Source: an optimization exercise on an open RTL-to-GDS flow (aim: small area and a short achievable clock period). Production flows keep margins and buffers that such runs may drop. The RTL was checked by simulation tests, not by an equivalence proof against the original design. Power and IR drop assume default switching activity.

== 09-10 ==
==> flow/design.v (excerpt) <==
module bte_row_coder (
    input  wire         clk,
    input  wire         rst,           
    input  wire         in_valid,
    input  wire         in_first,      
    input  wire [127:0] in_row,        
    output reg          out_valid,
    output reg  [3:0]   out_hdr,
    output reg  [7:0]   out_min,
    output reg  [4:0]   out_len,       
    output reg  [127:0] out_payload    
);
    integer c, i, s, p;
    function [7:0] sub8;
        input [7:0] a;
        input [7:0] b;
        integer k;
        reg cy;
        begin
            cy = 1'b1;
            for (k = 0; k < 8; k = k + 1) begin
                sub8[k] = a[k] ^ ~b[k] ^ cy;
                cy = (a[k] & ~b[k]) | (a[k] & cy) | (~b[k] & cy);
            end
        end
    endfunction
    function [7:0] min16;
        input [127:0] v;
        integer k, j;
        reg [15:0] alive;
        reg        z;
        begin
            alive = 16'hFFFF;
            for (k = 7; k >= 0; k = k - 1) begin
                z = 1'b0;
                for (j = 0; j < 16; j = j + 1)
                    z = z | (alive[j] & ~v[8*j+k]);
                min16[k] = ~z;
                for (j = 0; j < 16; j = j + 1)
                    alive[j] = alive[j] & ~(v[8*j+k] & z);
            end
        end
  ...
For scale: roughly 37,000 um^2 of cells after synthesis.
Settings: LEC_CHECK=0, ABC_AREA=1, CAP_MARGIN=20, CORE_MARGIN=2, CORE_UTILIZATION=50, CTS_CLUSTER_DIAMETER=80, CTS_CLUSTER_SIZE=20, SLEW_MARGIN=20; clock period 55.0 ns.
standard.sh (not shown) runs the stock make flow with config.mk's settings and CLKGATE_MAP_FILE= SYNTH_SCRIPT=/design/flow/synth_recipe.tcl, a recipe that flattens the netlist after the stock synthesis.
==> flow/flow/run.sh <==
#!/bin/bash
# Layout flow: the standard ORFS flow (standard.sh) with two changes:
#  - the port buffers are the platform's plain buffer (buf_1) instead of the
#    delay buffer buffer_ports picks by default; every port still gets one;
#  - the final technology mapping in synthesis (abc) runs flow/abc_map.script,
#    a delay-targeted mapping with area recovery, instead of ORFS's
#    abc_area.script.  Everything else in the standard flow's synthesis script is kept,
#    so the registers, their names and cells are those of the standard
#    synthesis.
set -euo pipefail
here=$(pwd)
{
  echo "proc abc {args} {"
  echo "  set i [lsearch -exact \$args -script]"
  echo "  if {\$i >= 0} { lset args [expr {\$i + 1}] $here/flow/abc_map.script }"
  echo "  yosys abc {*}\$args"
  echo "}"
  cat synth_recipe.tcl
} > synth_custom.tcl
bash standard.sh SYNTH_SCRIPT="$here/synth_custom.tcl" \
    BUFFER_PORTS_ARGS="-buffer_cell sky130_fd_sc_hd__buf_1" finish > standard_flow.log 2>&1
==> flow/flow/abc_map.script <==
strash
dch -f
map -D 5500
mfs2
strash
dch -f
map -D 5500
topo
stime -c
buffer -c
upsize -c -D 5500
dnsize -c -D 5500
> inputs changed (09-10 -> 01-16)
Settings: CORE_UTILIZATION: 50 -> 45.
Findings:
- There was hardly any difference in fraction of standard cell area that is sequential between 01-16 and 09-10.
- Final period utilization, 09-10 and 01-16: larger value in 01-16
- In the tables for 09-10 and 01-16, clock-pin slew reported for the worst setup and hold paths after clock tree synthesis reads lower with 01-16.
- Delta (01-16 minus 09-10): wire length went up 0.41%; number of antenna violations at the first check in global routing went up 2; number of global-route vias before repair went up about 0.7%.

========
Starting RTL as in the previous note.
export LEC_CHECK = 0
export ABC_AREA = 1
export CAP_MARGIN = 20
export CORE_MARGIN = 2
export CORE_UTILIZATION = 45
export CTS_CLUSTER_DIAMETER = 80
export CTS_CLUSTER_SIZE = 20
export SLEW_MARGIN = 20
create_clock -name core_clock -period 55.0 [get_ports {clk}]
==> flow/flow/abc_map.script <==
strash
dch -f
map -D 5000
mfs2
strash
dch -f
map -D 5000
topo
stime -c
buffer -c
upsize -c -D 5000
dnsize -c -D 5000
Scripts as last shown in full above: flow/flow/run.sh
The first run completed without violations.
Rerun with:
- CORE_UTILIZATION: 45 -> 50
After rerunning: The new run finished with timing, DRC and antenna clean. Sequential share of layout area grows by 0.27 points. Worst setup slack gets better by 0.046 ns. Final cell count shrinks by 2.0%. Total power shrinks by 1.6%. First-iteration DRC count grows by 12%. Core utilization grows by 5.3 points. Non-clock buffer count shrinks by 6.
Rerun with:
==> flow/flow/abc_map.script (replaced) <==
strash
dch -f
map -D 4500
mfs2
strash
dch -f
map -D 4500
topo
stime -c
buffer -c
upsize -c -D 4500
dnsize -c -D 4500
- CORE_UTILIZATION: 50 -> 45
- CTS_CLUSTER_DIAMETER: 80 -> unset
- CTS_CLUSTER_SIZE: 20 -> unset
Effect: First-iteration DRC count is lower by 11%. Power is higher by 6.5%. Hold slack stays flat. Cell count is higher by 3.1%. Clock power is higher by 49%. Worst setup slack got worse by 0.37 ns. Cell area is higher by 3.3%. Sequential share of layout area is lower by 0.88 points. Wire length is higher by 5.1%.

[what the ideal ports hide]
The results above use ideal ports. As a check the final layouts listed here were re-extracted and re-timed, cells and wires unchanged.
Step 1, drivers: a clkbuf_16 drives clk and a buf_2 each remaining input, both assumed.
Step 2 adds t to the input delays and takes it off the output delays; t is the mean of the earliest and latest rising clock arrival at the registers after step 1. Input paths then give back, and output paths get back, about the clock's delay inside the block.
Slacks: ideal / step 1 / step 2; pairs: ideal / step 1.
| run | t, ns | setup WS [ns] | clock arrival spread, ns | slew at the worst register clock pin (ns) | worst data-port slew with drivers (ns) |
|---|---|---|---|---|---|
| 09-10 | 0.696 | 42.599 / 42.599 / 42.599 | 0.058 / 0.058 | 0.10 / 0.10 | 0.05 |
| 01-16 | 0.706 | 42.491 / 42.491 / 42.491 | 0.040 / 0.040 | 0.09 / 0.09 | 0.04 |
| the first run of note 2 | 0.695 | 42.784 / 42.741 / 42.784 | 0.040 / 0.040 | 0.09 / 0.09 | 0.05 |
| the second run of note 2 | 0.705 | 42.829 / 42.757 / 42.910 | 0.047 / 0.047 | 0.09 / 0.09 | 0.04 |
| the third run of note 2 | 0.769 | 42.461 / 42.392 / 42.996 | 0.062 / 0.062 | 0.08 / 0.08 | 0.06 |
After both steps every run listed still meets setup and hold.
